From an optimization exercise on the open Yosys and OpenROAD flow, aimed at small area, a short achievable clock period and few clock cycles per item; shortcuts taken in it are not production practice.
In this exercise RTL edits were held to simulation tests only and were not proved equivalent to the original.
No activity file was given, so power comes from the tool's default toggle rates.

## run a
==> flow/design.v (excerpt) <==
module qb3_core (
    input  wire        clk,
    input  wire        rst,
    input  wire        req_valid,
    output reg         req_ready,
    input  wire [31:0] req_word,
    output reg         rsp_valid,
    input  wire        rsp_ready,
    output reg  [31:0] rsp_word0,
    output reg  [31:0] rsp_word1
);
clock: 11.0 ns
lec_check: 0
abc_area: 1
cap_margin: 20
core_margin: 2
core_utilization: 45
cts_buf_list: sky130_fd_sc_hd__clkbuf_8 sky130_fd_sc_hd__clkbuf_16
gpl_timing_driven: 1
place_density: 0.65
slew_margin: 20
standard.sh (not shown) runs the stock make flow with config.mk's settings and CLKGATE_MAP_FILE= SYNTH_SCRIPT=/design/flow/synth_recipe.tcl, a recipe that flattens the netlist after the stock synthesis.
==> flow/flow/run.sh <==
#!/bin/bash
# Layout flow: the standard flow, unchanged synthesis, then the
# standard ORFS steps with port buffers of a plain buffer cell and a
# setup target tighter than the clock, so repair_timing works on the
# critical paths. Each step's output goes to its own log here.
set -euo pipefail
MARGIN=${MARGIN:-7.6}
bash standard.sh synth > synth.log 2>&1
bash standard.sh \
    "BUFFER_PORTS_ARGS=-buffer_cell sky130_fd_sc_hd__buf_2" \
    "SETUP_SLACK_MARGIN=$MARGIN" \
    "MATCH_CELL_FOOTPRINT=0" \
    finish > layout.log 2>&1
Run a | status: complete | timing, DRC, antenna: pass
Testbench counts of run a, summed over its fixed seeds: cycles 32,016, items 32,000.
Here is what was changed in the inputs of run b compared with run a.
- changing PLACE_DENSITY from 0.65 to 0.75
- removing CTS_BUF_LIST (formerly sky130_fd_sc_hd__clkbuf_8 sky130_fd_sc_hd__clkbuf_16)
- changing CORE_UTILIZATION from 45 to 55
--- outcome ---
| fraction of area in multi-input gates | run b vs run a | 0.53 points lower |
Against run a, run b reports a via count of the first global-routing pass that is higher.
Part of the power in combinational logic, run b and run a: smaller value in run b
As far as sequential share of layout area is concerned, run b and run a perform about the same.
In run b, non-clock buffer count is higher than in run a.
Fmax on run b is behind run a.

Starting RTL as in the previous note.
clock: 11.0 ns
lec_check: 0
abc_area: 1
cap_margin: 20
core_margin: 2
core_utilization: 45
cts_buf_list: sky130_fd_sc_hd__clkbuf_8
place_density: 0.65
slew_margin: 20
Scripts as last shown in full above: flow/flow/run.sh
Testbench counts at the start, summed over its fixed seeds: cycles 32,016, items 32,000.
Rerun with:
--- a/flow/flow/run.sh
+++ b/flow/flow/run.sh
@@ -6,3 +6,3 @@
 set -euo pipefail
-MARGIN=${MARGIN:-7.6}
+MARGIN=${MARGIN:-7.75}
 bash standard.sh synth > synth.log 2>&1
--- a/flow/config.mk
+++ b/flow/config.mk
@@ -11,4 +11,5 @@
 export CORE_UTILIZATION = 45
-export CTS_BUF_LIST = sky130_fd_sc_hd__clkbuf_8
+export GPL_TIMING_DRIVEN = 1
 export PLACE_DENSITY = 0.65
 export SLEW_MARGIN = 20
+export TNS_END_PERCENT = 0
After rerunning: Cell count climbs by 1.7%. First-iteration DRC count goes up by 13%. Hold slack stays flat. Die area does not change. Global-route usage is higher by 0.37 points. Sequential cell count is unchanged. Sequential share of layout area decreases by 1.1 points. Utilization climbs by 2.3 points. Routed wire length came out higher by 4.0%. Count of clock-buffer cells in the layout does not change.

qb3_core again, from the RTL that the note above started with.
==> flow/config.mk <==
export PLATFORM = sky130hd
export DESIGN_NAME = qb3_core
export DESIGN_NICKNAME = qb3_core
export VERILOG_FILES = /design/flow/design.v
export SDC_FILE = /design/flow/constraint.sdc
export NUM_CORES = 4
export LEC_CHECK = 0
export ABC_AREA = 1
export CAP_MARGIN = 40
export CORE_MARGIN = 2
export CORE_UTILIZATION = 45
export GPL_TIMING_DRIVEN = 1
export PLACE_DENSITY = 0.65
export SLEW_MARGIN = 40
==> flow/constraint.sdc <==
create_clock -name core_clock -period 11.0 [get_ports {clk}]
set_input_delay 2.2000 -clock core_clock [delete_from_list [all_inputs] [get_ports {clk}]]
set_output_delay 2.2000 -clock core_clock [all_outputs]
set_load 0.01 [all_outputs]
==> flow/flow/run.sh <==
#!/bin/bash
# Layout flow: the standard flow, unchanged synthesis, then the
# standard ORFS steps with port buffers of a plain buffer cell and a
# setup target tighter than the clock, so repair_timing works on the
# critical paths. Each step's output goes to its own log here.
set -euo pipefail
MARGIN=${MARGIN:-7.6}
bash standard.sh synth > synth.log 2>&1
bash standard.sh \
    "BUFFER_PORTS_ARGS=-buffer_cell sky130_fd_sc_hd__buf_2" \
    "SETUP_SLACK_MARGIN=$MARGIN" \
    "MATCH_CELL_FOOTPRINT=0" \
    finish > layout.log 2>&1
Testbench counts at the start, summed over its fixed seeds: cycles 32,016, items 32,000.
Edit:
- CAP_MARGIN: 40 -> 20
- CORE_UTILIZATION: 45 -> 30
- GPL_TIMING_DRIVEN: 1 -> default
- PLACE_DENSITY: 0.65 -> 0.5
- SLEW_MARGIN: 40 -> 20
Combinational power rose by about 5%.
Clock-buffer cell count climbs by 2.
Global-route usage went down by 8.5 points.
Worst setup slack gets worse by 0.087 ns.
Edit:
--- a/flow/flow/run.sh
+++ b/flow/flow/run.sh
@@ -7 +7 @@
-MARGIN=${MARGIN:-7.6}
+MARGIN=${MARGIN:-7.45}
- CORE_UTILIZATION: 30 -> 45
- GPL_TIMING_DRIVEN: default -> 1
- PLACE_DENSITY: 0.5 -> 0.65
The changed run completed without violations.
Global-route usage came out higher by 9.3 points.
Clock power came out higher by 10%.
Final cell count came out lower by 7.8%.
Combinational power came out lower by about 6.4%.
Hold slack improved by 0.0049 ns.
Core utilization came out higher by 16 points.
Die area came out lower by about 33%.
Wire length came out lower by 6.3%.
Count of clock-buffer cells in the layout came out lower by 2.
Edit:
--- a/flow/flow/run.sh
+++ b/flow/flow/run.sh
@@ -7 +7 @@
-MARGIN=${MARGIN:-7.45}
+MARGIN=${MARGIN:-7.75}
Routed wire length stays flat.
Hold slack improved by 0.0063 ns.
Total power rose by 3.0%.

==> separate check: timing with driven ports <==
No port has a modelled driver above. Below, the same layouts with a new extraction and two added sets of constraints.
Step 1 sets driving cells, clkbuf_16 on the clock port and buf_2 on the other inputs (assumed; they add their load-dependent delay and slew).
Step 2 times the ports against the registers' clock, not the clock port: input delays grow and output delays shrink by t, the midpoint of the rising clock arrivals with the driver on.
Slacks: ideal ports / drivers / drivers and shift; pairs: ideal ports / drivers.
| run | shift t [ns] | setup WS [ns] | pins driven straight from the clock port |
|---|---|---|---|
| run a | 0.404 | 7.687 / 7.665 / 7.307 | 1 |
| run b | 0.400 | 7.615 / 7.615 / 7.344 | 1 |
| the first run of note 2 | 0.429 | 7.634 / 7.630 / 7.308 | 1 |
| the second run of note 2 | 0.406 | 7.630 / 7.630 / 7.286 | 1 |
| the first run of note 3 | 0.405 | 7.717 / 7.673 / 7.349 | 1 |
| the second run of note 3 | 0.399 | 7.630 / 7.630 / 7.290 | 1 |
| the third run of note 3 | 0.407 | 7.533 / 7.533 / 7.249 | 1 |
| the fourth run of note 3 | 0.414 | 7.758 / 7.712 / 7.391 | 1 |
After both steps every run listed still meets setup and hold. For run a, which loses most, drivers alone change the setup slack by -0.022 ns; drivers and shift together by -0.380 ns.
